Context: an optimization exercise on an open-source flow, tuned for small area. The choices shown serve that exercise and are no tape-out recipe.
Where RTL was checked, it was by simulation tests only, not by an equivalence proof against the original.
Power is estimated from default activity; no workload was simulated.

Design rld_block, start of the top module:
module rld_block (
    input  wire        clk,
    input  wire        rst,
    input  wire        host_we,
    input  wire [4:0]  host_addr,
    input  wire [16:0] host_wdata,
    output reg  [16:0] host_rdata,
    output wire        busy,
    output reg         mem_req,
    output reg         mem_we,
    output wire [15:0] mem_addr,
    output wire [7:0]  mem_wdata,
    input  wire        mem_gnt,
    input  wire [7:0]  mem_rdata,
    output wire [7:0]  xlat_idx,
    input  wire [7:0]  xlat_data
);
    localparam [5:0]
        IDLE = 6'd0,
        S1   = 6'd1,  S4   = 6'd2,  S4B  = 6'd3,  S5   = 6'd4,  I2   = 6'd5,
        FH   = 6'd6,  CAP  = 6'd7,  ENDC = 6'd8,  F_DST = 6'd9,
        NB   = 6'd10, CCHK = 6'd11, CRD  = 6'd12, CDAT = 6'd13, DLUT = 6'd14,
        DFIX = 6'd15, VCHK = 6'd16, VRD  = 6'd17, VDAT = 6'd18,
        DCHK = 6'd19, DRD  = 6'd20, DDAT = 6'd21, INC  = 6'd22, OUTL = 6'd23,
        DEC  = 6'd24,
        LA   = 6'd25, LB1  = 6'd26, LB2  = 6'd27, LC   = 6'd28, LD   = 6'd29,
        Q1   = 6'd30, Q2   = 6'd31, Q3   = 6'd32, Q4   = 6'd33, Q5   = 6'd34,
        Q7   = 6'd35, Q8   = 6'd36, Q9   = 6'd37, Q10  = 6'd38, Q11  = 6'd39,
        Q14  = 6'd40,
        M1   = 6'd41, M2   = 6'd42, M3   = 6'd43, M4   = 6'd44, RS1  = 6'd45,
        RS2  = 6'd46, RD   = 6'd47, WR   = 6'd48, SI   = 6'd49, PD   = 6'd50,
        R1   = 6'd51, R2   = 6'd52, N1   = 6'd53, N2   = 6'd54, N3   = 6'd55,
        N4   = 6'd56;
    localparam [4:0] A_ZERO = 5'h00, A_SRC = 5'h06,
                     A_SEND = 5'h07, A_DST = 5'h08, A_DCAP = 5'h09,
                     A_COUNT = 5'h0A, A_WIDTH = 5'h0B, A_HEIGHT = 5'h0C,
                     A_TMSRC = 5'h0D, A_CLSRC = 5'h0E, A_CDST = 5'h0F,
                     A_VPW = 5'h10, A_VPH = 5'h11, A_DSTRIDE = 5'h12,
                     A_DROW = 5'h13, A_VPHHI = 5'h14, A_COUNT8 = 5'h15,
                     A_CNT = 5'h16, A_MEMRD = 5'h17, A_REM = 5'h1C;
    localparam [2:0] X_ZERO = 3'd0, X_P1 = 3'd1, X_P2 = 3'd2, X_ONES = 3'd3,
                     X_SRC = 3'd4;
    reg [16:0] src_r, send_r, dst_r, dcap_r, tmsrc_r, clsrc_r, cdst_r;
    reg [15:0] count_r;
    reg [7:0]  width_r, height_r, vpw_r, vph_r, dstride_r, drow_r;
    reg [1:0]  ctrl_r;
  ...
Size: ~1700 cells after synthesis, roughly 300 flip-flops, ~17000 µm² of cells after synthesis.
make LEC_CHECK=0 CAP_MARGIN=20 CORE_MARGIN=2 CORE_UTILIZATION=40 CTS_BUF_LIST=sky130_fd_sc_hd__clkbuf_16 CTS_CLUSTER_DIAMETER=80 CTS_CLUSTER_SIZE=30 GPL_TIMING_DRIVEN=0 SLEW_MARGIN=20 finish   # period 11.0 ns
run.sh (not shown) runs the stock make flow with config.mk's settings and CLKGATE_MAP_FILE= SYNTH_SCRIPT=/design/flow/synth_recipe.tcl, a recipe that flattens the netlist after the stock synthesis.
The starting point passed the timing, design-rule and antenna checks.
Next try:
==> flow/flow/run.sh (new file) <==
#!/bin/bash
# Standard layout with extra ORFS settings: synthesis buffers are removed at
# floorplan (timing repair re-adds what is needed), ports are buffered with
# the smallest buffer cell, and clock tree synthesis adds no dummy loads.
set -euo pipefail
bash standard.sh REMOVE_ABC_BUFFERS=1 \
  "BUFFER_PORTS_ARGS=-buffer_cell sky130_fd_sc_hd__buf_1" \
  "CTS_ARGS=-sink_clustering_enable -repair_clock_nets -sink_clustering_size 30 -sink_clustering_max_diameter 80 -buf_list sky130_fd_sc_hd__clkbuf_16 -dont_use_dummy_load" \
  finish > standard_flow.log 2>&1
==> flow/standard.sh (new file) <==
#!/bin/bash
# synth_recipe.tcl (not shown) runs the flow's synth.tcl, then flattens the netlist and writes it again
# the make line also repeats each setting of config.mk as NAME=value (left out here)
make -C /OpenROAD-flow-scripts/flow DESIGN_CONFIG=/design/flow/config.mk WORK_HOME=/design/flow/orfs CLKGATE_MAP_FILE= SYNTH_SCRIPT=/design/flow/synth_recipe.tcl "${@:-finish}"
Settings changed: CORE_UTILIZATION 40 to 55.
removed: flow/run.sh
After rerunning: Combinational power went down by 13%; synthesized area is unchanged; clock power went down by 28%.
Next try:
==> flow/flow/run.sh (replaced) <==
#!/bin/bash
# Standard layout with two extra ORFS settings: synthesis buffers are removed
# at floorplan (timing repair re-adds what is needed), and ports are buffered
# with the smallest buffer cell.
set -euo pipefail
bash standard.sh REMOVE_ABC_BUFFERS=1 "BUFFER_PORTS_ARGS=-buffer_cell sky130_fd_sc_hd__buf_1" finish > standard_flow.log 2>&1
Settings changed: CORE_UTILIZATION 55 to 40.
- via count rose by about 0.45%
- non-clock buffer count climbs by 5
- cell count goes up by about 8%
- count of clock-buffer cells in the layout goes up by 3
- setup slack gets worse by 0.12 ns
- sequential power hardly moves
- power is higher by about 8%
- global-route usage went down by 9.3 points
- wire length is higher by 6.6%
- die area goes up by 37%

== old ==
Another version of the RTL of rld_block (not shown whole).
For scale: ~1,600 cells after synthesis, roughly 300 flip-flops.
export LEC_CHECK = 0
export CAP_MARGIN = 20
export CORE_MARGIN = 2
export CORE_UTILIZATION = 45
export GPL_TIMING_DRIVEN = 0
export SLEW_MARGIN = 20
create_clock -name core_clock -period 11.0 [get_ports {clk}]
standard.sh (not shown) runs the stock make flow with config.mk's settings and CLKGATE_MAP_FILE= SYNTH_SCRIPT=/design/flow/synth_recipe.tcl, a recipe that flattens the netlist after the stock synthesis.
==> flow/flow/run.sh <==
#!/bin/bash
# Standard layout with extra ORFS settings: synthesis buffers are removed at
# floorplan (timing repair re-adds what is needed), ports are buffered with
# the smallest buffer cell, and clock tree synthesis adds no dummy loads.
set -euo pipefail
bash standard.sh REMOVE_ABC_BUFFERS=1 \
  "BUFFER_PORTS_ARGS=-buffer_cell sky130_fd_sc_hd__buf_1" \
  "CTS_ARGS=-sink_clustering_enable -repair_clock_nets -sink_clustering_size 15 -sink_clustering_max_diameter 60 -buf_list sky130_fd_sc_hd__clkbuf_8 -dont_use_dummy_load" \
  finish > standard_flow.log 2>&1
## Diff of input files: new against old
Settings: a change of CORE_UTILIZATION from 45 to 55.
Results
- Count of multi-input gates essentially unchanged between new and old.
- Sort new and old by final layout net count, ascending, and new comes first.
- The run showing the smaller proportion of cell area occupied by registers is old.

rld_block, a different RTL version from the one above (not shown whole).
For scale: roughly 1800 cells after synthesis, roughly 300 flip-flops, roughly 94 I/O pins, roughly 0.018 mm^2 of cells after synthesis.
clock: 11.0 ns
lec_check: 0
cap_margin: 20
core_margin: 2
core_utilization: 40
cts_buf_list: sky130_fd_sc_hd__clkbuf_8
cts_cluster_diameter: 50
cts_cluster_size: 15
gpl_timing_driven: 0
slew_margin: 20
run.sh (not shown) runs the stock make flow with config.mk's settings and CLKGATE_MAP_FILE= SYNTH_SCRIPT=/design/flow/synth_recipe.tcl, a recipe that flattens the netlist after the stock synthesis.
Stock flow here: none of the scripts above is used.
The first run finished with timing, DRC and antenna clean.
Change:
--- a/flow/config.mk
+++ b/flow/config.mk
@@ -7,2 +7,3 @@
 export LEC_CHECK = 0
+export ABC_AREA = 1
 export CAP_MARGIN = 20
@@ -10,5 +11,2 @@
 export CORE_UTILIZATION = 40
-export CTS_BUF_LIST = sky130_fd_sc_hd__clkbuf_8
-export CTS_CLUSTER_DIAMETER = 50
-export CTS_CLUSTER_SIZE = 15
 export GPL_TIMING_DRIVEN = 0
After rerunning: The changed run finished clean; fmax increases by 17%; die area increases by 1.7%; wire length decreases by 1.5%; area after synthesis increases by 1.7%; hold slack degrades by 33 ps.
Change:
--- a/flow/config.mk
+++ b/flow/config.mk
@@ -7,3 +7,2 @@
 export LEC_CHECK = 0
-export ABC_AREA = 1
 export CAP_MARGIN = 20
@@ -11,2 +10,5 @@
 export CORE_UTILIZATION = 40
+export CTS_BUF_LIST = sky130_fd_sc_hd__clkbuf_16
+export CTS_CLUSTER_DIAMETER = 80
+export CTS_CLUSTER_SIZE = 30
 export GPL_TIMING_DRIVEN = 0
After rerunning: The new run ran to the end with no violations. Count of clock-buffer cells in the layout came out lower by 26. Sequential power came out higher by roughly a tenth. Routed wire length rises slightly. Flip-flop and latch count stays the same. Non-clock buffer count is higher by 20.
No run of this note included a check of the RTL's function; only the layout flow was run.

rld_block, a different RTL version from the one above (not shown whole).
Size: ~1600 cells after synthesis.
export LEC_CHECK = 0
export CAP_MARGIN = 20
export CORE_MARGIN = 2
export CORE_UTILIZATION = 66
export GPL_TIMING_DRIVEN = 0
export SLEW_MARGIN = 20
create_clock -name core_clock -period 11.0 [get_ports {clk}]
standard.sh (not shown) runs the stock make flow with config.mk's settings and CLKGATE_MAP_FILE= SYNTH_SCRIPT=/design/flow/synth_recipe.tcl, a recipe that flattens the netlist after the stock synthesis.
==> flow/flow/run.sh <==
#!/bin/bash
# Standard layout with extra ORFS settings: synthesis buffers are removed at
# floorplan (timing repair re-adds what is needed), ports are buffered with
# the smallest buffer cell, and clock tree synthesis adds no dummy loads.
set -euo pipefail
bash standard.sh REMOVE_ABC_BUFFERS=1 \
  "BUFFER_PORTS_ARGS=-buffer_cell sky130_fd_sc_hd__buf_1" \
  "CTS_ARGS=-sink_clustering_enable -repair_clock_nets -sink_clustering_size 18 -sink_clustering_max_diameter 60 -buf_list sky130_fd_sc_hd__clkbuf_8 -dont_use_dummy_load" \
  finish > standard_flow.log 2>&1
The starting point ran to the end with no violations.
Next try:
--- a/flow/flow/run.sh
+++ b/flow/flow/run.sh
@@ -6,4 +6,4 @@
 bash standard.sh REMOVE_ABC_BUFFERS=1 \
   "BUFFER_PORTS_ARGS=-buffer_cell sky130_fd_sc_hd__buf_1" \
-  "CTS_ARGS=-sink_clustering_enable -repair_clock_nets -sink_clustering_size 18 -sink_clustering_max_diameter 60 -buf_list sky130_fd_sc_hd__clkbuf_8 -dont_use_dummy_load" \
+  "CTS_ARGS=-sink_clustering_enable -repair_clock_nets -sink_clustering_size 15 -sink_clustering_max_diameter 60 -buf_list sky130_fd_sc_hd__clkbuf_8 -dont_use_dummy_load" \
   finish > standard_flow.log 2>&1
CORE_UTILIZATION = 62   (was 66)
Result:
- The new run finished clean
- register-to-register slack degrades by 0.05 ns
- core utilization shrinks by 4.2 points
- total power hardly moves
Next try:
CORE_UTILIZATION = 66   (was 62)
Effect:
- die area drops by 5.9%
- cell area drops by 0.50%
- final cell count fell by 0.67%
- setup slack got worse by 0.070 ns
- clock skew fell by 0.066 ns
- sequential power hardly moves
- routed wire length is higher by 2.3%
- flip-flop and latch count does not change
- clock-buffer cell count stays the same

what the ideal ports hide:
In the flow no input, the clock included, has a driving cell. The finished layouts below were timed again as built, in two steps. Step 1 sets driving cells, clkbuf_16 on the clock port and buf_2 on the other inputs (assumed; they add their load-dependent delay and slew). Step 2 times the ports against the registers' clock, not the clock port: input delays grow and output delays shrink by t, the midpoint of the rising clock arrivals with the driver on. a / b / c = ideal ports / drivers / drivers and shift; a / b = the first two.
| run | shift t [ns] | slack for setup (ns) | latest minus earliest clock arrival (ns) | worst register clock-pin slew, ns | worst slew at a driven data input, ns |
|---|---|---|---|---|---|
| the first run of note 1 | 0.601 | 0.382 / 0.382 / -0.164 | 0.040 / 0.040 | 0.11 / 0.11 | 0.09 |
| the second run of note 1 | 0.543 | 0.395 / 0.395 / 0.121 | 0.128 / 0.127 | 0.11 / 0.11 | 0.07 |
| the third run of note 1 | 0.587 | 0.278 / 0.278 / -0.094 | 0.039 / 0.039 | 0.11 / 0.11 | 0.09 |
| old | 0.657 | 0.551 / 0.551 / 0.157 | 0.100 / 0.099 | 0.10 / 0.10 | 0.04 |
| new | 0.640 | 0.385 / 0.385 / 0.065 | 0.121 / 0.121 | 0.11 / 0.11 | 0.04 |
| the first run of note 3 | 0.705 | 1.270 / 1.270 / 0.733 | 0.058 / 0.058 | 0.11 / 0.11 | 0.05 |
| the second run of note 3 | 0.609 | 2.682 / 2.708 / 2.099 | 0.023 / 0.024 | 0.07 / 0.07 | 0.07 |
| the third run of note 3 | 0.598 | 1.101 / 1.101 / 0.676 | 0.055 / 0.054 | 0.11 / 0.11 | 0.05 |
| the first run of note 4 | 0.599 | 0.430 / 0.430 / 0.225 | 0.100 / 0.100 | 0.12 / 0.12 | 0.08 |
| the second run of note 4 | 0.619 | 0.382 / 0.382 / 0.186 | 0.125 / 0.126 | 0.10 / 0.10 | 0.07 |
| the third run of note 4 | 0.619 | 0.311 / 0.311 / 0.033 | 0.059 / 0.059 | 0.11 / 0.11 | 0.08 |
With both steps, setup timing fails in the first run of note 1 and the third run of note 1, where it was met with ideal ports. For the second run of note 3, which loses most, drivers alone change the setup slack by +0.026 ns; drivers and shift together by -0.583 ns.
